Context: an optimization exercise on an open-source flow, tuned for small area, a short achievable clock period and few clock cycles. The choices shown serve that exercise and are no tape-out recipe.
The RTL was checked by simulation tests, not by an equivalence proof against the original design.
Power figures rest on the tool's default switching activity, not on a simulated workload.

## design/flow/run.sh

```bash
#!/bin/bash
# synth_recipe.tcl (not shown) runs the flow's synth.tcl, then flattens the netlist and writes it again
# the make line also repeats each setting of config.mk as NAME=value (left out here)
make -C /OpenROAD-flow-scripts/flow DESIGN_CONFIG=/design/flow/config.mk WORK_HOME=/design/flow/orfs CLKGATE_MAP_FILE= SYNTH_SCRIPT=/design/flow/synth_recipe.tcl finish
```

## design/flow/config.mk

```make
export PLATFORM = sky130hd
export DESIGN_NAME = dash_vm
export DESIGN_NICKNAME = dash_vm
export VERILOG_FILES = /design/flow/design.v
export SDC_FILE = /design/flow/constraint.sdc
export NUM_CORES = 4
export LEC_CHECK = 0
export CAP_MARGIN = 20
export CELL_PAD_IN_SITES_DETAIL_PLACEMENT = 1
export CORE_MARGIN = 2
export CORE_UTILIZATION = 25
export GPL_ROUTABILITY_DRIVEN = 1
export GPL_TIMING_DRIVEN = 1
export PLACE_DENSITY = 0.4
export SETUP_SLACK_MARGIN = 5
export SLEW_MARGIN = 20
```

## design/flow/constraint.sdc

```tcl
create_clock -name core_clock -period 12.0 [get_ports {clk}]
set_input_delay 2.4000 -clock core_clock [delete_from_list [all_inputs] [get_ports {clk}]]
set_output_delay 2.4000 -clock core_clock [all_outputs]
set_load 0.01 [all_outputs]
```

## design/flow/design.v

```verilog
`default_nettype none
module dash_vm (
    input  wire        clk,
    input  wire        rst,           
    input  wire        start,
    input  wire [15:0] prog_len,
    output wire [15:0] prog_addr,
    input  wire [31:0] prog_data,
    input  wire [15:0] pool_len,
    output wire [15:0] pool_addr,
    input  wire [31:0] pool_data,
    output reg  [1:0]  status,
    output wire [2:0]  result_tag,
    output wire [23:0] result_data,
    output reg  [3:0]  fault_kind,
    output reg  [23:0] fault_pc
);
    localparam FRAMES = 4;           
    localparam HEAP   = 16;
    localparam ST_IDLE = 2'd0, ST_RUN = 2'd1, ST_HALT = 2'd2, ST_FAULT = 2'd3;
    localparam [2:0] T_NUM = 3'd0, T_SYM = 3'd1, T_DSYM = 3'd2, T_COMP = 3'd3, T_CLO = 3'd4;
    localparam [3:0] K_NUM = 4'd0, K_SYM = 4'd1, K_DSYM = 4'd2,
                     K_MHDR = 4'd3, K_DHDR = 4'd4, K_MVAR = 4'd5;
    localparam [3:0] F_ENC = 4'd1, F_TYPE = 4'd2, F_TAG = 4'd3, F_SOVF = 4'd4,
                     F_SUNF = 4'd5, F_NOMATCH = 4'd6, F_IOR = 4'd7, F_UNDEF = 4'd8,
                     F_AOVF = 4'd9, F_HEAP = 4'd10;
    localparam [3:0] OP_LOADI = 4'd0, OP_LOADS = 4'd1, OP_LOADSD = 4'd2, OP_LOADC = 4'd3,
                     OP_ADD = 4'd4, OP_SUB = 4'd5, OP_MOVE = 4'd6, OP_JMP = 4'd7,
                     OP_HALT = 4'd8, OP_CALL = 4'd9, OP_CALLCL = 4'd10, OP_RET = 4'd11,
                     OP_MAKECL = 4'd12, OP_MATCH = 4'd13;
    localparam [4:0] S_F1     = 5'd0,  S_DEC    = 5'd1,  S_F2     = 5'd2,  S_LC_D   = 5'd3,
                     S_LSD_HD = 5'd5,  S_LSD_D  = 5'd6,
                     S_RC     = 5'd8,  S_ARG    = 5'd9,  S_CFIN   = 5'd10, S_CAP    = 5'd11,
                     S_EX     = 5'd12, S_MB     = 5'd14, S_MH_G   = 5'd15,
                     S_MH_D   = 5'd16, S_MV_D   = 5'd17, S_MC_D   = 5'd19,
                     S_MS_D   = 5'd21, S_MP_D   = 5'd22, S_SK_P   = 5'd23,
                     S_SK_D   = 5'd24, S_SC_D   = 5'd25, S_MF     = 5'd26;
    reg [FRAMES*32-1:0] vld;             
    reg [26:0] heap [0:HEAP-1];          
    reg [23:0] ret_pc  [0:FRAMES-1];
    reg [4:0]  ret_reg [0:FRAMES-1];
    reg [4:0]  state;
    reg [23:0] pc;
    reg [15:0] pa;                       
    reg        pa_tgt;                   
    reg        oob;                      
    reg [15:0] plen, klen;               
    reg [1:0]  fp;                       
    reg [4:0]  hp;                       
    reg [31:0] ir;                       
    reg        ir_bad;                   
    reg [31:0] nx;                       
    reg [4:0]  ri;                       
    reg [31:0] ri_oh;                    
    reg [3:0]  fp_oh;                    
    reg [26:0] u;                        
    reg [26:0] result;
    reg [4:0]  cnt;
    reg [15:0] ka;                       
    reg [15:0] q;                        
    reg [15:0] s;                        
    reg [15:0] cs;                       
    reg [23:0] nb;                       
    reg [4:0]  nd;
    reg [23:0] sb;                       
    reg [4:0]  sd;
    wire [23:0] need  = nb + {{19{nd[4]}}, nd};
    wire [23:0] sneed = sb + {{19{sd[4]}}, sd};
    reg [23:0] ncases;
    reg [23:0] ci;                       
    reg        root;
    reg        bad_bind;
    reg [26:0] subj;
    reg [31:0] sroot;                    
    reg [31:0] croot;                    
    reg        usec;                     
    reg        vc_ok;
    reg [15:0] vc_tbl;
    reg [4:0]  vc_fc;
    reg        vhit;
    reg [31:0] pe;                       
    reg [31:0] tried, case_vars, bm, bmu;
    reg        pclr_en;                  
    reg [31:0] pclr;
    reg        wq_en;
    reg [6:0]  wq_addr;
    reg [26:0] wq_data;
    reg        hq_en;
    reg [3:0]  hq_addr;
    reg [26:0] hq_data;
    always @(posedge clk) begin
        if (hq_en) heap[hq_addr] <= hq_data;
    end
    wire [26:0] rfo [0:FRAMES*32-1];
    genvar gi;
    generate
        for (gi = 0; gi < FRAMES*32; gi = gi + 1) begin : RF
            reg [26:0] r;
            always @(posedge clk) begin
                if (wq_en && wq_addr == gi) r <= wq_data;
            end
            assign rfo[gi] = r;
        end
    endgenerate
    wire [3:0]  op  = ir[31:28];
    wire [4:0]  fa  = ir[27:23];
    wire [4:0]  fb  = ir[22:18];
    wire [4:0]  fc  = ir[17:13];
    wire [22:0] imm = ir[22:0];
    function enc_bad(input [31:0] w);
        begin
            case (w[31:28])
                OP_LOADI, OP_LOADS, OP_LOADSD, OP_LOADC: enc_bad = 1'b0;
                OP_ADD, OP_SUB, OP_CALL, OP_CALLCL, OP_MAKECL, OP_MATCH:
                    enc_bad = (w[12:0] != 13'd0);
                OP_MOVE:          enc_bad = (w[17:0] != 18'd0);
                OP_JMP:           enc_bad = (w[27:23] != 5'd0);
                OP_HALT, OP_RET:  enc_bad = (w[27:0] != 28'd0);
                default:          enc_bad = 1'b1;
            endcase
        end
    endfunction
    wire [31:0] nxw = (state == S_DEC) ? prog_data : nx;
    wire [6:0]  ridx = {fp, ri};
    wire        fwd  = wq_en && (wq_addr == ridx);
    reg  [26:0] rraw;
    reg         vraw;
    integer     k;
    always @(*) begin
        rraw = 27'd0;
        vraw = 1'b0;
        for (k = 0; k < FRAMES*32; k = k + 1) begin
            rraw = rraw | (rfo[k] & {27{ri_oh[k % 32] & fp_oh[k / 32]}});
            vraw = vraw | (vld[k] & ri_oh[k % 32] & fp_oh[k / 32]);
        end
    end
    wire [26:0] rv   = fwd ? wq_data : rraw;
    wire        rok  = (fwd | vraw) & ~(pclr_en & |(pclr & ri_oh));
    wire [2:0]  rtag = rv[26:24];
    wire [23:0] rpay = rv[23:0];
    wire        w0   = wq_en && (wq_addr == 7'd0);
    wire        vld0 = (vld[0] | w0) & ~(pclr_en && fp == 2'd0 && pclr[0]);
    wire [26:0] rf0  = w0 ? wq_data : rfo[0];
    wire [3:0]  pk   = pool_data[31:28];
    wire [3:0]  par  = pool_data[27:24];
    wire [23:0] ppay = pool_data[23:0];
    wire        pscalar = (pk == K_NUM) || (pk == K_SYM) || (pk == K_DSYM);
    wire        pdhdr   = (pk == K_DHDR);
    wire [4:0]  clo_k    = u[23:19];
    wire [3:0]  clo_base = u[3:0];
    wire [23:0] clo_pc   = heap[clo_base][23:0];
    wire [26:0] cap_val  = heap[clo_base + 4'd1 + cnt[3:0]];
    wire [24:0] sum  = {u[23], u[23:0]} + {rpay[23], rpay};
    wire [24:0] diff = {u[23], u[23:0]} - {rpay[23], rpay};
    wire [24:0] ares = (op == OP_ADD) ? sum : diff;
    wire        aovf = ares[24] != ares[23];
    wire [5:0]  heap_need = {1'b0, hp} + 6'd1 + {1'b0, fc};
    wire        heap_ok   = heap_need <= HEAP;
    wire        top_frame = (fp == 2'd3);
    wire [1:0]  fpn       = fp + 2'd1;
    wire [23:0] pc1      = pc + 24'd1;
    wire [23:0] pc_case  = pc + 24'd1 + ci;
    wire        last_case = (ci + 24'd1 == ncases);
    wire [4:0]  bind_reg  = fc + pe[4:0];
    wire [26:0] se_val    = pdhdr ? {T_COMP, 8'd0, s} : {pk[2:0], ppay};
    assign prog_addr   = (status == ST_RUN) ? pa : 16'd0;
    assign pool_addr   = ka;
    assign result_tag  = result[26:24];
    assign result_data = result[23:0];
    wire        need1     = (need == 24'd1);
    wire [4:0]  d_item    = pdhdr ? {1'b0, par} - 5'd1 : 5'h1f;
    wire        item_last = need1 && (!pdhdr || par == 4'd0);
    wire        pe_dhdr   = (pe[31:28] == K_DHDR);
    wire [4:0]  d_pe      = pe_dhdr ? {1'b0, pe[27:24]} - 5'd1 : 5'h1f;
    wire        pe_last   = need1 && (!pe_dhdr || pe[27:24] == 4'd0);
    wire        sk_last   = (sneed == 24'd1) && (!pdhdr || par == 4'd0);
    wire [31:0] rent  = usec ? croot : pool_data;
    wire [3:0]  rk    = rent[31:28];
    wire [3:0]  rpar  = usec ? croot[27:24] : par;
    wire        rscalar = (rk == K_NUM) || (rk == K_SYM) || (rk == K_DSYM);
    wire        smatch_p = (subj[26:24] == pool_data[30:28]) && (subj[23:0] == pool_data[23:0]);
    wire        smatch_c = (subj[26:24] == croot[30:28]) && (subj[23:0] == croot[23:0]);
    wire        smatch   = usec ? smatch_c : smatch_p;
    wire        rmatch_p = (sroot[23:0] == pool_data[23:0]) && (sroot[27:24] == pool_data[27:24]);
    wire        rmatch_c = (sroot[23:0] == croot[23:0]) && (sroot[27:24] == croot[27:24]);
    wire        rmatch   = (subj[26:24] == T_COMP) && (usec ? rmatch_c : rmatch_p);
    wire        vc_hit = vc_ok && (rpay == {8'd0, vc_tbl}) && (fc == vc_fc);
    wire        bind_now = (state == S_MS_D) && (pe[31:28] == K_MVAR);
    wire [31:0] bind_oh  = bind_now ? (32'd1 << bind_reg) : 32'd0;
    wire [31:0] bm_n     = bm | bind_oh;
    wire [31:0] bmu_n    = bmu | (bm & bind_oh);
    reg [FRAMES*32-1:0] vclr;
    reg [FRAMES*32-1:0] vset;
    always @(*) begin
        vset = {FRAMES*32{1'b0}};
        if (wq_en) vset[wq_addr] = 1'b1;
    end
    wire        jmp_nx  = (nxw[31:28] == OP_JMP) && (nxw[22:0] != 23'd0);
    wire [15:0] jt_nx   = pc[15:0] + 16'd2 + nxw[15:0];
    wire        jmp_pd  = (prog_data[31:28] == OP_JMP) && (prog_data[22:0] != 23'd0);
    wire [15:0] jt_pd   = pc[15:0] + 16'd1 + prog_data[15:0];
    wire [23:0] jt      = pc1 + {1'b0, imm};
    wire        ret_nx  = (nxw[31:28] == OP_RET);
    wire        ret_pd  = (prog_data[31:28] == OP_RET);
    wire [15:0] ret_t   = ret_pc[fp][15:0];
    reg        flt;
    reg [3:0]  fk;
    task fault(input [3:0] k);
        begin
            flt = 1'b1;
            fk  = k;
        end
    endtask
    task wr(input [1:0] f, input [4:0] r, input [26:0] val);
        begin
            wq_en   <= 1'b1;
            wq_addr <= {f, r};
            wq_data <= val;
        end
    endtask
    task load_ir(input [31:0] w);
        begin
            ir     <= w;
            ir_bad <= enc_bad(w);
            ka     <= w[15:0];
            q      <= w[15:0];
            ri     <= (w[31:28] == OP_MATCH) ? w[27:23] :
                      (w[31:28] == OP_RET)   ? 5'd0 : w[22:18];
            ri_oh  <= 32'd1 << ((w[31:28] == OP_MATCH) ? w[27:23] :
                                (w[31:28] == OP_RET)   ? 5'd0 : w[22:18]);
        end
    endtask
    task next_pc;
        begin
            pc    <= pc1;
            pa    <= jmp_nx ? jt_nx : ret_nx ? ret_t : pc[15:0] + 16'd3;
            oob   <= (pc1 >= {8'd0, plen});
            load_ir(nxw);
            state <= S_DEC;
        end
    endtask
    task jump(input [23:0] t);
        begin
            pc    <= t;
            pa    <= t[15:0];
            state <= S_F1;
        end
    endtask
    task jump_rd(input [23:0] t);
        begin
            pc    <= t;
            pa    <= t[15:0] + 16'd1;
            state <= S_F2;
        end
    endtask
    task finish;
        begin
            pclr_en <= 1'b1;
            pa      <= pc[15:0] + 16'd2 + ci[15:0];
            state   <= S_MF;
        end
    endtask
    task next_case;
        begin
            ci    <= ci + 24'd1;
            cs    <= q + 16'd1;
            pa    <= pc[15:0] + 16'd2 + ci[15:0];
            state <= S_MC_D;
            if (last_case) fault(F_NOMATCH);
        end
    endtask
    task call_upd;
        begin
            if (op == OP_MAKECL) begin
                wr(fp, fa, {T_CLO, fc, 15'd0, hp[3:0]});
                hp <= heap_need[4:0];
                next_pc;
            end else if (op == OP_CALLCL && clo_k != 5'd0) begin
                cnt   <= 5'd0;
                state <= S_CAP;
            end else begin
                fp           <= fpn;
                fp_oh        <= {fp_oh[2:0], fp_oh[3]};
                ret_pc[fpn]  <= pc1;
                ret_reg[fpn] <= fa;
                if (op == OP_CALL || pa_tgt) jump_rd((op == OP_CALL) ? u[23:0] : clo_pc);
                else jump(clo_pc);
            end
        end
    endtask
    task call_chk;
        begin
            if (op == OP_MAKECL) begin
                if (!heap_ok) fault(F_HEAP);
            end else if (top_frame) begin
                fault(F_SOVF);
            end
        end
    endtask
    always @(posedge clk) begin
        vclr = {FRAMES*32{1'b0}};
        if (pclr_en) vclr[{fp, 5'd0} +: 32] = pclr;
        pclr_en <= 1'b0;
        pclr    <= (state == S_MC_D) ? tried : (tried & ~bm_n) | bmu_n;
        flt  = 1'b0;
        fk   = 4'd0;
        wq_en <= 1'b0;
        hq_en <= 1'b0;
        if (rst) begin
            status     <= ST_IDLE;
            fault_kind <= 4'd0;
            fault_pc   <= 24'd0;
            result     <= 27'd0;
        end else if (status != ST_RUN) begin
            if (start) begin
                status        <= ST_RUN;
                fault_kind    <= 4'd0;
                pc            <= 24'd0;
                pa            <= 16'd1;      
                plen          <= prog_len;
                klen          <= pool_len;
                fp            <= 2'd0;
                fp_oh         <= 4'b0001;
                hp            <= 5'd0;
                vc_ok         <= 1'b0;
                vclr[31:0]    = 32'hffffffff;
                state         <= S_F2;
            end
        end else begin
            case (state)
            S_F1: begin
                pa    <= pc[15:0] + 16'd1;
                state <= S_F2;
            end
            S_F2: begin
                pa    <= jmp_pd ? jt_pd : ret_pd ? ret_t : pc[15:0] + 16'd2;
                oob   <= (pc >= {8'd0, plen});
                load_ir(prog_data);
                state <= S_DEC;
            end
            S_MF: begin
                pc    <= pc_case;
                pa    <= jmp_pd ? pc_case[15:0] + 16'd1 + prog_data[15:0] :
                         ret_pd ? ret_t : pc_case[15:0] + 16'd2;
                oob   <= (pc_case >= {8'd0, plen});
                load_ir(prog_data);
                state <= S_DEC;
            end
            S_DEC: begin
                nx  <= prog_data;
                u   <= rv;
                cnt <= 5'd1;
                case (op)
                OP_LOADI: begin wr(fp, fa, {T_NUM, 1'b0, imm}); next_pc; end
                OP_LOADS: begin wr(fp, fa, {T_SYM, 1'b0, imm}); next_pc; end
                OP_LOADC:  state <= S_LC_D;
                OP_LOADSD: begin
                    ka    <= q + 16'd1;
                    state <= S_LSD_HD;
                end
                OP_JMP: begin
                    if (imm == 23'd0) next_pc;
                    else begin
                        pc    <= jt;
                        pa    <= jt[15:0] + 16'd1;
                        state <= S_F2;
                    end
                end
                OP_HALT: begin
                    result <= rf0;
                    status <= ST_HALT;
                end
                OP_RET: begin
                    wr(fp - 2'd1, ret_reg[fp], rv);
                    fp    <= fp - 2'd1;
                    fp_oh <= {fp_oh[0], fp_oh[3:1]};
                    jump_rd(ret_pc[fp]);
                end
                OP_MATCH: begin
                    subj  <= rv;
                    ri    <= fb;
                    ri_oh <= 32'd1 << fb;
                    ka    <= rpay[15:0];
                    state <= S_MB;
                end
                OP_ADD, OP_SUB: begin
                    ri    <= fc;
                    ri_oh <= 32'd1 << fc;
                    state <= S_RC;
                end
                OP_MOVE: begin wr(fp, fa, rv); next_pc; end
                default: begin  
                    ri      <= fb + 5'd1;
                    ri_oh   <= 32'd1 << (fb + 5'd1);
                    pa_tgt  <= 1'b0;
                    if (op == OP_CALL) pa <= rpay[15:0];
                    hq_addr <= hp[3:0];
                    hq_data <= {T_NUM, rpay};
                    if (op != OP_MAKECL && !top_frame) vclr[{fpn, 5'd0} +: 32] = 32'hffffffff;
                    if (op == OP_MAKECL && heap_ok) hq_en <= 1'b1;
                    state <= (fc == 5'd0) ? S_CFIN : S_ARG;
                end
                endcase
                if (oob) fault(F_IOR);
                else if (ir_bad) fault(F_ENC);
                else begin
                    case (op)
                    OP_LOADC, OP_LOADSD: if ({1'b0, imm} >= {8'd0, klen}) fault(F_IOR);
                    OP_HALT: if (!vld0) fault(F_UNDEF);
                    OP_RET: begin
                        if (fp == 2'd0) fault(F_SUNF);
                        else if (!rok) fault(F_UNDEF);
                    end
                    OP_MATCH, OP_ADD, OP_SUB, OP_MOVE: if (!rok) fault(F_UNDEF);
                    OP_CALL, OP_MAKECL: begin
                        if (!rok) fault(F_UNDEF);
                        else if (rtag != T_NUM) fault(F_TAG);
                        else if (rpay[23]) fault(F_IOR);
                        else if ({1'b0, fb} + {1'b0, fc} > 6'd31) fault(F_IOR);
                    end
                    OP_CALLCL: begin
                        if (!rok) fault(F_UNDEF);
                        else if (rtag != T_CLO) fault(F_TYPE);
                        else if ({1'b0, fb} + {1'b0, fc} > 6'd31) fault(F_IOR);
                        else if ({1'b0, fc} + {1'b0, rpay[23:19]} > 6'd31) fault(F_IOR);
                    end
                    default: ;
                    endcase
                end
            end
            S_LC_D: begin
                wr(fp, fa, {pk[2:0], ppay});
                next_pc;
                if (!pscalar) fault(F_TYPE);
            end
            S_LSD_HD: begin
                begin nb <= {20'd0, par}; nd <= 5'd0; end
                q    <= q + 16'd1;
                ka   <= q + 16'd2;
                wr(fp, fa, {T_COMP, 1'b0, imm});
                if (par == 4'd0) next_pc;
                else state <= S_LSD_D;
                if (!pdhdr) fault(F_TYPE);
            end
            S_LSD_D: begin
                begin nb <= need; nd <= d_item; end
                q    <= q + 16'd1;
                ka   <= q + 16'd2;
                wr(fp, fa, {T_COMP, 1'b0, imm});
                if (item_last) next_pc;
                if (q >= klen) fault(F_IOR);
                else if (!(pscalar || pdhdr)) fault(F_TYPE);
            end
            S_RC: begin
                wr(fp, fa, {T_NUM, ares[23:0]});
                next_pc;
                if (!rok) fault(F_UNDEF);
                else if (u[26:24] != T_NUM) fault(F_TYPE);
                else if (rtag != T_NUM) fault(F_TYPE);
                else if (aovf) fault(F_AOVF);
            end
            S_ARG: begin
                if (op == OP_CALLCL) begin pa <= clo_pc[15:0]; pa_tgt <= 1'b1; end
                cnt     <= cnt + 5'd1;
                ri      <= ri + 5'd1;
                ri_oh   <= {ri_oh[30:0], ri_oh[31]};
                hq_addr <= hp[3:0] + cnt[3:0];
                hq_data <= rv;
                if (op == OP_MAKECL) begin
                    if (heap_ok) hq_en <= 1'b1;
                end else if (!top_frame) begin
                    wr(fpn, cnt, rv);
                end
                if (cnt == fc) call_upd;
                if (!rok) fault(F_UNDEF);
                else if (cnt == fc) call_chk;
            end
            S_CFIN: begin
                if (op == OP_CALLCL) begin pa <= clo_pc[15:0]; pa_tgt <= 1'b1; end
                call_upd;
                call_chk;
            end
            S_CAP: begin
                wr(fpn, fc + 5'd1 + cnt, cap_val);
                cnt <= cnt + 5'd1;
                if (cnt + 5'd1 == clo_k) begin
                    fp           <= fpn;
                    fp_oh        <= {fp_oh[2:0], fp_oh[3]};
                    ret_pc[fpn]  <= pc1;
                    ret_reg[fpn] <= fa;
                    jump_rd(clo_pc);
                end
            end
            S_MB: begin
                vhit  <= vc_hit;
                pa    <= pc[15:0] + 16'd1;   
                q     <= rpay[15:0];
                ka    <= rpay[15:0];
                state <= S_MH_G;
                if (!rok) fault(F_UNDEF);
                else if (rtag != T_NUM) fault(F_TAG);
                else if (rpay[23]) fault(F_IOR);
                else if (rpay >= {8'd0, klen}) fault(F_IOR);
            end
            S_MH_G: begin
                sroot <= pool_data;
                ka    <= q + 16'd1;
                state <= S_MH_D;
                if (vhit) begin
                    q         <= vc_tbl + 16'd1;
                    ka        <= vc_tbl + 16'd2;
                    cs        <= vc_tbl + 16'd1;
                    ci        <= 24'd0;
                    tried     <= 32'd0;
                    usec      <= 1'b1;
                    state     <= S_MC_D;
                end
            end
            S_MH_D: begin
                ncases   <= ppay;
                cs       <= q + 16'd1;
                q        <= q + 16'd1;
                ka       <= q + 16'd2;
                ci       <= 24'd0;
                begin nb <= 24'd1; nd <= 5'd0; end
                root     <= 1'b1;
                bad_bind <= 1'b0;
                state    <= S_MV_D;
                if (pk != K_MHDR) fault(F_TYPE);
                else if (ppay == 24'd0) fault(F_NOMATCH);
            end
            S_MV_D: begin
                if (root && ci == 24'd0) croot <= pool_data;
                root <= 1'b0;
                q    <= q + 16'd1;
                ka   <= q + 16'd2;
                if (pk == K_MVAR && ({19'd0, fc} + {1'b0, ppay} > 25'd31)) bad_bind <= 1'b1;
                if (!item_last) begin
                    begin nb <= need; nd <= d_item; end
                end else if (!last_case) begin
                    ci   <= ci + 24'd1;
                    begin nb <= 24'd1; nd <= 5'd0; end
                    root <= 1'b1;
                end else begin
                    vc_ok  <= 1'b1;
                    vc_tbl <= cs - 16'd1;
                    vc_fc  <= fc;
                    q     <= cs;
                    ka    <= cs + 16'd1;
                    ci    <= 24'd0;
                    tried <= 32'd0;
                    usec  <= 1'b1;
                    state <= S_MC_D;
                end
                if (q >= klen) fault(F_IOR);
                else if (pk == K_MHDR || (pk == K_MVAR && root) ||
                         !(pscalar || pdhdr || pk == K_MVAR)) fault(F_TYPE);
                else if (item_last && last_case &&
                         (bad_bind || (pk == K_MVAR && ({19'd0, fc} + {1'b0, ppay} > 25'd31))))
                    fault(F_IOR);
            end
            S_MC_D: begin
                case_vars <= 32'd0;
                bm        <= 32'd0;
                bmu       <= 32'd0;
                usec  <= 1'b0;
                if (rscalar) begin
                    if (smatch) begin
                        finish;
                    end else begin
                        q  <= q + 16'd1;
                        ka <= q + 16'd2;
                        next_case;
                    end
                end else begin
                    begin nb <= {20'd0, rpar}; nd <= 5'd0; end
                    q    <= q + 16'd1;
                    if (rmatch) begin
                        s  <= subj[15:0] + 16'd1;
                        ka <= subj[15:0] + 16'd1;
                        if (rpar == 4'd0) begin
                            finish;
                        end else begin
                            state <= S_MP_D;
                        end
                    end else begin
                        ka <= q + 16'd2;
                        if (rpar == 4'd0) next_case;
                        else state <= S_SC_D;
                    end
                end
            end
            S_MP_D: begin
                pe    <= pool_data;
                ka    <= q + 16'd1;
                state <= S_MS_D;
            end
            S_MS_D: begin
                if (pe[31:28] == K_MVAR) begin
                    if (bm[bind_reg]) bmu[bind_reg] <= 1'b1;
                    bm[bind_reg]        <= 1'b1;
                    case_vars[bind_reg] <= 1'b1;
                    wr(fp, bind_reg, se_val);
                    q    <= q + 16'd1;
                    s    <= s + 16'd1;
                    begin nb <= need; nd <= 5'h1f; end
                    if (need1) begin
                        finish;
                    end else if (pdhdr && par != 4'd0) begin
                        begin sb <= {20'd0, par}; sd <= 5'd0; end
                        ka    <= s + 16'd1;
                        state <= S_SK_P;
                    end else begin
                        ka    <= s + 16'd1;
                        state <= S_MP_D;
                    end
                end else if (pk == pe[31:28] && ppay == pe[23:0] &&
                             (!pdhdr || par == pe[27:24])) begin
                    q    <= q + 16'd1;
                    s    <= s + 16'd1;
                    begin nb <= need; nd <= d_item; end
                    if (item_last) begin
                        finish;
                    end else begin
                        ka    <= s + 16'd1;
                        state <= S_MP_D;
                    end
                end else begin
                    q    <= q + 16'd1;
                    ka   <= q + 16'd2;
                    begin nb <= need; nd <= d_pe; end
                    if (pe_last) begin
                        tried <= tried | case_vars;
                        next_case;
                    end else begin
                        state <= S_SC_D;
                    end
                end
            end
            S_SK_P: begin
                pe    <= pool_data;
                ka    <= s + 16'd1;
                state <= S_SK_D;
            end
            S_SK_D: begin
                s     <= s + 16'd1;
                begin sb <= sneed; sd <= d_item; end
                if (sk_last) begin
                    ka    <= q + 16'd1;
                    state <= S_MS_D;
                end else begin
                    ka    <= s + 16'd2;
                end
            end
            S_SC_D: begin
                q    <= q + 16'd1;
                ka   <= q + 16'd2;
                if (pk == K_MVAR) case_vars[fc + ppay[4:0]] <= 1'b1;
                begin nb <= need; nd <= d_item; end
                if (item_last) begin
                    tried <= tried | case_vars | ((pk == K_MVAR) ? (32'd1 << (fc + ppay[4:0])) : 32'd0);
                    next_case;
                end
            end
            default: state <= S_DEC;
            endcase
            fault_kind <= fk;
            fault_pc   <= pc;
            if (flt) status <= ST_FAULT;
        end
        vld <= (vld | vset) & ~vclr;
    end
endmodule
`default_nettype wire
```

==> impl_metrics.toml, run 1 <==
[outcome]
status = "no timing/DRC/antenna violations"

[finish]
nets = 17000
layout_commonest_cell = "edfxtp_1"
regMostFlops = "RF.r"
reg.largest.list = "RF.r (3456), heap (432), vld (128)"
final_cell_mix = "edfxtp_1, a22oi_1, buf_4, a21oi_1, nand2_1"
drive_gt1_frac = 0.158
synthToLayoutAreaGrowth_pct = 19.9
largest_reg_flops = 3456

[grt]
grt_max_degree = 131
first_global_vias = 164000
grt_usage = 0.276
grt_pass1_wl_um = 1650000
grt_remaining_overflow = 0
antenna_found_initial = 171

[logic_synthesis]
synth_nets = 16300
yosys.area.top_type_share = 0.644
ys_types = 117
ys_ff_latch = 4962
ys_seq_area_frac = 0.667
synth_ff_type = "edfxtp_1"
ys.warnings.count = 1
synthCells = 15800
yosys.area.top_type = "edfxtp_1"
syn_avg_cell_area_sq_um = 13.9
synth_top_cells_by_area = "edfxtp_1, a22oi_1, mux4_2"
synth-edff-count = 4709
async_reset_ff_frac = 0
synth_area_sq_um = 220000

[power]
intPower_mw = 29.5
clkPwrFrac = 0.435
swShare = 0.260
seq_power_share = 0.478
ir_worst_vdd_v = 0.000150
p_switching_mw = 10.4
leakagePower_nw = 85.0
power_density_nw_per_um2 = 151
combPwrFrac = 0.088

[detailed_routing]
drt_iter0_drc = 28700
first_pass_iters = 10
wl_um = 1280000
drcViolationCount = 0
vias_per_cell = 6.02
wl_per_cell_um = 44.6
ant_nets = 0
vias = 173000

[setup_path]
worst-setup-path-type = "register to register"
end_kind = "register"
worst_ep_required_time_ns = 13.01
cp.arrival_ns = 8.64
worst-path-max-fanout = 45
worstSetupStartpointType = "register"
regToRegSetupSlack_ns = 4.37

[worst_hold_path]
worstHoldPathType = "register to register"

[job]
drv_cap = 0

[die]
initial_utilization = 0.251
die-area_sq_um = 886000
die_y_um = 941
rows = 344
io_pins = 188
core_sq_um = 876000
die_w_um = 941

[timing]
timing.slew.headroom = 0.122
rsz0062_at_grt = "yes"
min_period_ns = 7.63
finalHoldViolations = 0
hold_ws_ns = 0.456
tns_ns = 0
fin_crit_sh = 0.636
fmax_ghz = 0.131
drv_slew = 0
finalClockSkew_ns = 0.133
setup_viol = 0
worst_pin_slew_ns = 1.31

[placed_design]
dpl.hpwl_um = 789000
gp_congestion = 0.970
io_buffers = 187

[clock_network]
cts_tree = "done"
clockBufferDepth = 4
cts-root-buf = "clkbuf_16"
cts_hold_repair.buffers = 0
clk_latency_ns = 1.20
cts.reportedPaths.clkPinSlew_ns = 0.07
htreeDepth = 6
cts_num_sinks = 4962
cts_inserted_buffers = 568
per-layer routing:
metal / vias up / share of wire / GRT usage
li1: 65300 / - / -
met1: 92400 / 0.39 / 0.355
met2: 12100 / 0.43 / 0.414
met3: 2904 / 0.11 / 0.0795
met4: 72 / 0.072 / 0.160
met5: - / 0.00048 / 0
kinds of logic (layout without fill, tap and decap cells):
| kind of cell | count (synthesis) | count (layout) | synth area share |
|---|---|---|---|
| multiplexers | 499 | 499 | 0.0383 |
| XOR/XNOR | 675 | 675 | 0.0273 |
| AND/OR/NAND/NOR | 3573 | 3573 | 0.0793 |
| adder cells (fa/ha/maj) | 368 | 368 | 0.0215 |
| buffers and inverters | 1297 | 2469 | 0.0248 |
| flip-flops | 4962 | 4962 | 0.667 |
| other | 0 | 108 | 0 |
| AO/OA/AOI/OAI | 4441 | 4441 | 0.142 |
path summary, 6_finish.rpt:
path,startpoint,endpoint,cells past startpoint
setup reg to reg,fp_oh[0],fault_kind[3],22
hold reg to reg,fault_pc[9],fault_pc[9],2
setup / recovery,fp_oh[0],fault_kind[3],22
hold / removal,fault_pc[9],fault_pc[9],2
power groups by stage:
stage | clock network, mW | logic (mW) | registers, mW
after floorplan | 0 | 1.54 | 19.4
after global placement | 0 | 3.13 | 19.4
after detailed placement | 0 | 3.16 | 19.4
after CTS | 17.4 | 3.32 | 19.0
after global routing | 18.0 | 3.53 | 19.0
final | 17.3 | 3.49 | 19.0
critical path, cell delays in order (launching register included):
cell	delay [ns]
edfxtp_1	0.45
buf_16	0.22
buf_12	0.40
buf_4	0.33
nand3_1	0.35
nand4_1	0.24
nor4_2	0.67
o2111a_1	0.44
o2111ai_1	0.60
o22a_1	0.40
buf_4	0.22
nor3_1	0.34
a31oi_1	0.16
xnor2_1	0.19
ha_1	0.41
nand3_1	0.13
o31a_1	0.33
or2_4	0.24
or4_1	0.40
and4_4	0.19
a21o_1	0.19
a41oi_2	0.19
o31ai_2	0.07
what timing repair did:
action,in CTS,in global routing
resized for setup,328,115
pin swaps,74,64
endpoints found under the setup margin,91,138
gates cloned,37,5
setup buffers,123,36
endpoints found under the hold margin,0,0
synthesized netlist by cell type (41+ instances only):
| cell | count |
|---|---|
| nor4_1 | 135 |
| edfxtp_1 | 4709 |
| clkbuf_1 | 572 |
| dfxtp_1 | 253 |
| inv_1 | 233 |
| a211oi_1 | 253 |
| o211ai_1 | 78 |
| xnor2_1 | 379 |
| o221ai_1 | 88 |
| or3_1 | 41 |
| ha_1 | 353 |
| o21ai_0 | 627 |
| nand3_1 | 725 |
| a222oi_1 | 142 |
| nand2_1 | 790 |
| mux2i_1 | 173 |
| a21o_1 | 92 |
| nor3_1 | 206 |
| buf_1 | 164 |
| and2_1 | 83 |
| a22o_1 | 276 |
| xor2_1 | 289 |
| a221oi_1 | 349 |
| buf_2 | 292 |
| mux2_2 | 59 |
| o22ai_1 | 126 |
| nor2b_1 | 74 |
| nand4_1 | 302 |
| a22oi_1 | 1007 |
| a31oi_1 | 155 |
| and3_1 | 110 |
| nand2b_1 | 52 |
| nor2_1 | 867 |
| mux4_2 | 267 |
| o21a_1 | 52 |
| a21oi_1 | 821 |
through the flow:
step                std cells  setup slack, ns  power, mW  area (sq um)  utilization
finish                  28700             4.37       39.8        263000        0.300
global route            28600             4.49       40.6        263000        0.300
CTS                     28500             4.63       39.8        262000        0.299
detailed placement      27400             2.89       22.6        240000        0.274
global placement        27400             2.07       22.5        240000        0.274
floorplan               15800             5.11       20.9        220000            -
layout make-up:
type | instances | area (sq um)
timing repair buffer | 1216 | 12200
clock inverter | 263 | 2480
timing repair inverter | 1 | 8.76
multi-input combinational | 9556 | 71000
antenna | 108 | 270
sequential | 4962 | 146000
tap | 11600 | 14500
clock buffer | 750 | 15300
fill | 92800 | 613000
inverter | 239 | 956
Testbench counts, summed over its fixed seeds: cycles 33,857.
==> inputs of run 2 (changes only) <==
--- a/design/flow/design.v
+++ b/design/flow/design.v
@@ -51,8 +51,6 @@
     reg        ir_bad;                   
     reg [31:0] nx;                       
     reg [4:0]  ri;                       
-    reg [31:0] ri_oh;                    
-    reg [3:0]  fp_oh;                    
     reg [26:0] u;                        
     reg [26:0] result;
     reg [4:0]  cnt;
@@ -123,19 +121,8 @@
     wire [31:0] nxw = (state == S_DEC) ? prog_data : nx;
     wire [6:0]  ridx = {fp, ri};
     wire        fwd  = wq_en && (wq_addr == ridx);
-    reg  [26:0] rraw;
-    reg         vraw;
-    integer     k;
-    always @(*) begin
-        rraw = 27'd0;
-        vraw = 1'b0;
-        for (k = 0; k < FRAMES*32; k = k + 1) begin
-            rraw = rraw | (rfo[k] & {27{ri_oh[k % 32] & fp_oh[k / 32]}});
-            vraw = vraw | (vld[k] & ri_oh[k % 32] & fp_oh[k / 32]);
-        end
-    end
-    wire [26:0] rv   = fwd ? wq_data : rraw;
-    wire        rok  = (fwd | vraw) & ~(pclr_en & |(pclr & ri_oh));
+    wire [26:0] rv   = fwd ? wq_data : rfo[ridx];
+    wire        rok  = (fwd | vld[ridx]) & ~(pclr_en & pclr[ri]);
     wire [2:0]  rtag = rv[26:24];
     wire [23:0] rpay = rv[23:0];
     wire        w0   = wq_en && (wq_addr == 7'd0);
@@ -226,8 +213,6 @@
             q      <= w[15:0];
             ri     <= (w[31:28] == OP_MATCH) ? w[27:23] :
                       (w[31:28] == OP_RET)   ? 5'd0 : w[22:18];
-            ri_oh  <= 32'd1 << ((w[31:28] == OP_MATCH) ? w[27:23] :
-                                (w[31:28] == OP_RET)   ? 5'd0 : w[22:18]);
         end
     endtask
     task next_pc;
@@ -280,7 +265,6 @@
                 state <= S_CAP;
             end else begin
                 fp           <= fpn;
-                fp_oh        <= {fp_oh[2:0], fp_oh[3]};
                 ret_pc[fpn]  <= pc1;
                 ret_reg[fpn] <= fa;
                 if (op == OP_CALL || pa_tgt) jump_rd((op == OP_CALL) ? u[23:0] : clo_pc);
@@ -320,7 +304,6 @@
                 plen          <= prog_len;
                 klen          <= pool_len;
                 fp            <= 2'd0;
-                fp_oh         <= 4'b0001;
                 hp            <= 5'd0;
                 vc_ok         <= 1'b0;
                 vclr[31:0]    = 32'hffffffff;
@@ -373,25 +356,21 @@
                 OP_RET: begin
                     wr(fp - 2'd1, ret_reg[fp], rv);
                     fp    <= fp - 2'd1;
-                    fp_oh <= {fp_oh[0], fp_oh[3:1]};
                     jump_rd(ret_pc[fp]);
                 end
                 OP_MATCH: begin
                     subj  <= rv;
                     ri    <= fb;
-                    ri_oh <= 32'd1 << fb;
                     ka    <= rpay[15:0];
                     state <= S_MB;
                 end
                 OP_ADD, OP_SUB: begin
                     ri    <= fc;
-                    ri_oh <= 32'd1 << fc;
                     state <= S_RC;
                 end
                 OP_MOVE: begin wr(fp, fa, rv); next_pc; end
                 default: begin  
                     ri      <= fb + 5'd1;
-                    ri_oh   <= 32'd1 << (fb + 5'd1);
                     pa_tgt  <= 1'b0;
                     if (op == OP_CALL) pa <= rpay[15:0];
                     hq_addr <= hp[3:0];
@@ -463,7 +442,6 @@
                 if (op == OP_CALLCL) begin pa <= clo_pc[15:0]; pa_tgt <= 1'b1; end
                 cnt     <= cnt + 5'd1;
                 ri      <= ri + 5'd1;
-                ri_oh   <= {ri_oh[30:0], ri_oh[31]};
                 hq_addr <= hp[3:0] + cnt[3:0];
                 hq_data <= rv;
                 if (op == OP_MAKECL) begin
@@ -485,7 +463,6 @@
                 cnt <= cnt + 5'd1;
                 if (cnt + 5'd1 == clo_k) begin
                     fp           <= fpn;
-                    fp_oh        <= {fp_oh[2:0], fp_oh[3]};
                     ret_pc[fpn]  <= pc1;
                     ret_reg[fpn] <= fa;
                     jump_rd(clo_pc);
==> impl_metrics.toml, run 2 <==
[outcome]
status = "no timing/DRC/antenna violations"

[setup_path]
worst-path-max-fanout = 12
cp.arrival_ns = 9.68
path_common_cell = "buf_6"
worst_ep_required_time_ns = 13.09
worst-setup-path-type = "register to register"
worstSetupStartpointType = "register"
cpPeakStageDelay_ns = 0.83
cp_slowest_cell = "nand4_1"
end_kind = "register"

[finish]
synthToLayoutAreaGrowth_pct = 23.0
regArea_sq_um = 145000
drive_gt1_frac = 0.198
finish.utilization = 0.308
final_cell_mix = "edfxtp_1, buf_4, a22oi_1, nand2_1, nor2_1"
fillCellCount = 91900
nets = 17400
largest_reg_flops = 3456
layout_commonest_cell = "edfxtp_1"
multi_input_area_sq_um = 74300
reg.largest.list = "RF.r (3456), heap (432), vld (128)"
regMostFlops = "RF.r"

[die]
die_y_um = 939
core_sq_um = 872000
rows = 343
die_w_um = 939
io_pins = 188
initial_utilization = 0.251
die-area_sq_um = 881000

[clock_network]
cts_inserted_buffers = 567
cts_tree = "done"
cts.reportedPaths.clkPinSlew_ns = 0.06
clk_latency_ns = 1.24
cts-root-buf = "clkbuf_16"
clockBufferDepth = 4
cts_num_sinks = 4926
htreeDepth = 6

[logic_synthesis]
synth_ff_type = "edfxtp_1"
synth_commonest_cells = "edfxtp_1, nor2_1, a22oi_1"
async_reset_ff_frac = 0
ys_types = 115
synth_top_cells_by_area = "edfxtp_1, a22oi_1, mux4_2"
synth-edff-count = 4673
synthCells = 15700
synth.most_common_cell = "edfxtp_1"
yosys.area.top_type = "edfxtp_1"
ys_seq_area_frac = 0.665
ys.warnings.count = 1
synth_nets = 16200
syn_avg_cell_area_sq_um = 13.9
ys_ff_latch = 4926
yosys.area.top_type_share = 0.642
synth_area_sq_um = 218000

[placed_design]
io_buffers = 187
dpl.hpwl_um = 941000
gp_congestion = 0.976

[grt]
use_met1 = 0.388
met2_usage = 0.444
busiest_layer = "met2"
gr-usage-met3 = 0.109
antenna_found_initial = 271
first_global_vias = 167000
grt_remaining_overflow = 0
grt_usage = 0.309
grt_max_degree = 131
grt_pass1_wl_um = 1800000

[detailed_routing]
wl_per_cell_um = 49.0
vias_per_cell = 6.28
drt_iter0_drc = 36500
first_pass_iters = 9
wl_um = 1430000
drcViolationCount = 0
vias = 183000
ant_nets = 0

[timing]
min_period_ns = 8.59
drv_slew = 0
fin_crit_sh = 0.716
timing.slew.headroom = 0.0523
finalClockSkew_ns = 0.132
hold_ws_ns = 0.456
setup_viol = 0
fmax_ghz = 0.116
rsz0062_at_grt = "yes"
worst_pin_slew_ns = 1.42
tns_ns = 0
finalHoldViolations = 0

[power]
fin_total_pwr_mw = 40.4
power_density_nw_per_um2 = 151
leakagePower_nw = 88.6
ir_worst_vdd_v = 0.000180

[job]
drv_cap = 0

[worst_hold_path]
worstHoldPathType = "register to register"
==> run 2: worst max-delay path: cells and delay by family (launching register included) <==
family / cells / cell delay [ns]
AOI/OAI and AO/OA: 7 / 1.85
and+or+nand+nor: 14 / 3.86
muxes: 1 / 0.44
adders and majority gates: 2 / 0.59
DFF: 1 / 0.35
buffers and inverters: 8 / 1.15
xor gates and xnor gates: 1 / 0.17
==> run 2: path summary, 6_finish.rpt <==
path                    start  slack, ns  cells after the start             to
hold reg to reg   fault_pc[4]       0.46                      2    fault_pc[4]
setup reg to reg        ri[0]       3.41                     33  fault_kind[3]
setup / recovery        ri[0]       3.41                     33  fault_kind[3]
hold / removal    fault_pc[4]       0.46                      2    fault_pc[4]
==> run 2: per-layer routing <==
| metal | share of wire | up-vias |
|---|---|---|
| met4 | 0.085 | 86 |
| met2 | 0.41 | 16600 |
| met1 | 0.37 | 96500 |
| met5 | 0.00063 | - |
| li1 | - | 65700 |
| met3 | 0.13 | 4332 |
==> run 2: power by group <==
part / switching [mW] / internal [mW] / leakage (nW) / total (mW)
sequential: 0.121 / 18.8 / 44.2 / 18.9
clock: 7.95 / 9.52 / 8.73 / 17.5
combinational: 2.83 / 1.22 / 35.6 / 4.05
==> run 2: logic make-up (layout without fill, tap and decap cells) <==
logic type,after synthesis,after routing,synth area share
AND/OR/NAND/NOR,4085,4095,0.0942
AO/OA/AOI/OAI,3907,3907,0.126
multiplexers,529,529,0.0428
flip-flops,4926,4926,0.665
other,0,191,0
adder cells (fa/ha/maj),375,375,0.0220
buffers and inverters,1208,2916,0.0219
XOR/XNOR,695,695,0.0279
==> run 2: timing repair <==
action	in CTS	in global routing
hold endpoints to repair	0	0
gates resized for setup	468	228
hold buffers	0	0
pin swaps	136	94
gates cloned	8	9
setup endpoints to repair	183	104
buffers inserted	266	136
==> run 2: metrics by stage <==
step                      std cells  worst slack [ns]  instance area [sq um]
after detailed placement      27500             0.901                 243000
after CTS                     28800              3.82                 266000
final                         29200              3.41                 269000
after global placement        27500             0.179                 242000
after floorplan               15700              4.36                 219000
after global routing          29000              3.44                 268000
==> run 2: area by class of cell <==
cell class                      count  area share
Inverter                          233     0.00336
Sequential cell                  4926       0.541
Clock buffer                      738      0.0569
Clock inverter                    300      0.0100
Multi-Input combinational cell   9601       0.277
Antenna cell                      191     0.00178
Tap cell                        11600      0.0538
Timing Repair Buffer             1645      0.0562
Testbench counts of run 2, summed over its fixed seeds: cycles 33,857.

[afterwards: timing with drivers on the ports]
The results above use ideal ports. As a check the final layouts listed here were re-extracted and re-timed, cells and wires unchanged. Step 1: set_driving_cell puts a clkbuf_16 on clk and a buf_2 on each other input, an assumption about the parent block. Step 2 times the ports against the registers' clock, not the clock port: input delays grow and output delays shrink by t, the midpoint of the rising clock arrivals with the driver on. Slacks: ideal ports / drivers / drivers and shift; pairs: ideal ports / drivers.
run | shift t [ns] | slack for setup (ns) | worst register clock-pin slew, ns | pins driven straight from the clock port
run 1 | 1.282 | 4.369 / 4.369 / 4.025 | 0.07 / 0.07 | 1
run 2 | 1.350 | 3.407 / 3.407 / 3.407 | 0.07 / 0.07 | 1
After both steps every run listed still meets setup and hold. The setup slack of run 1, which loses most, moves by 0.000 ns with the drivers and by -0.344 ns with both steps.
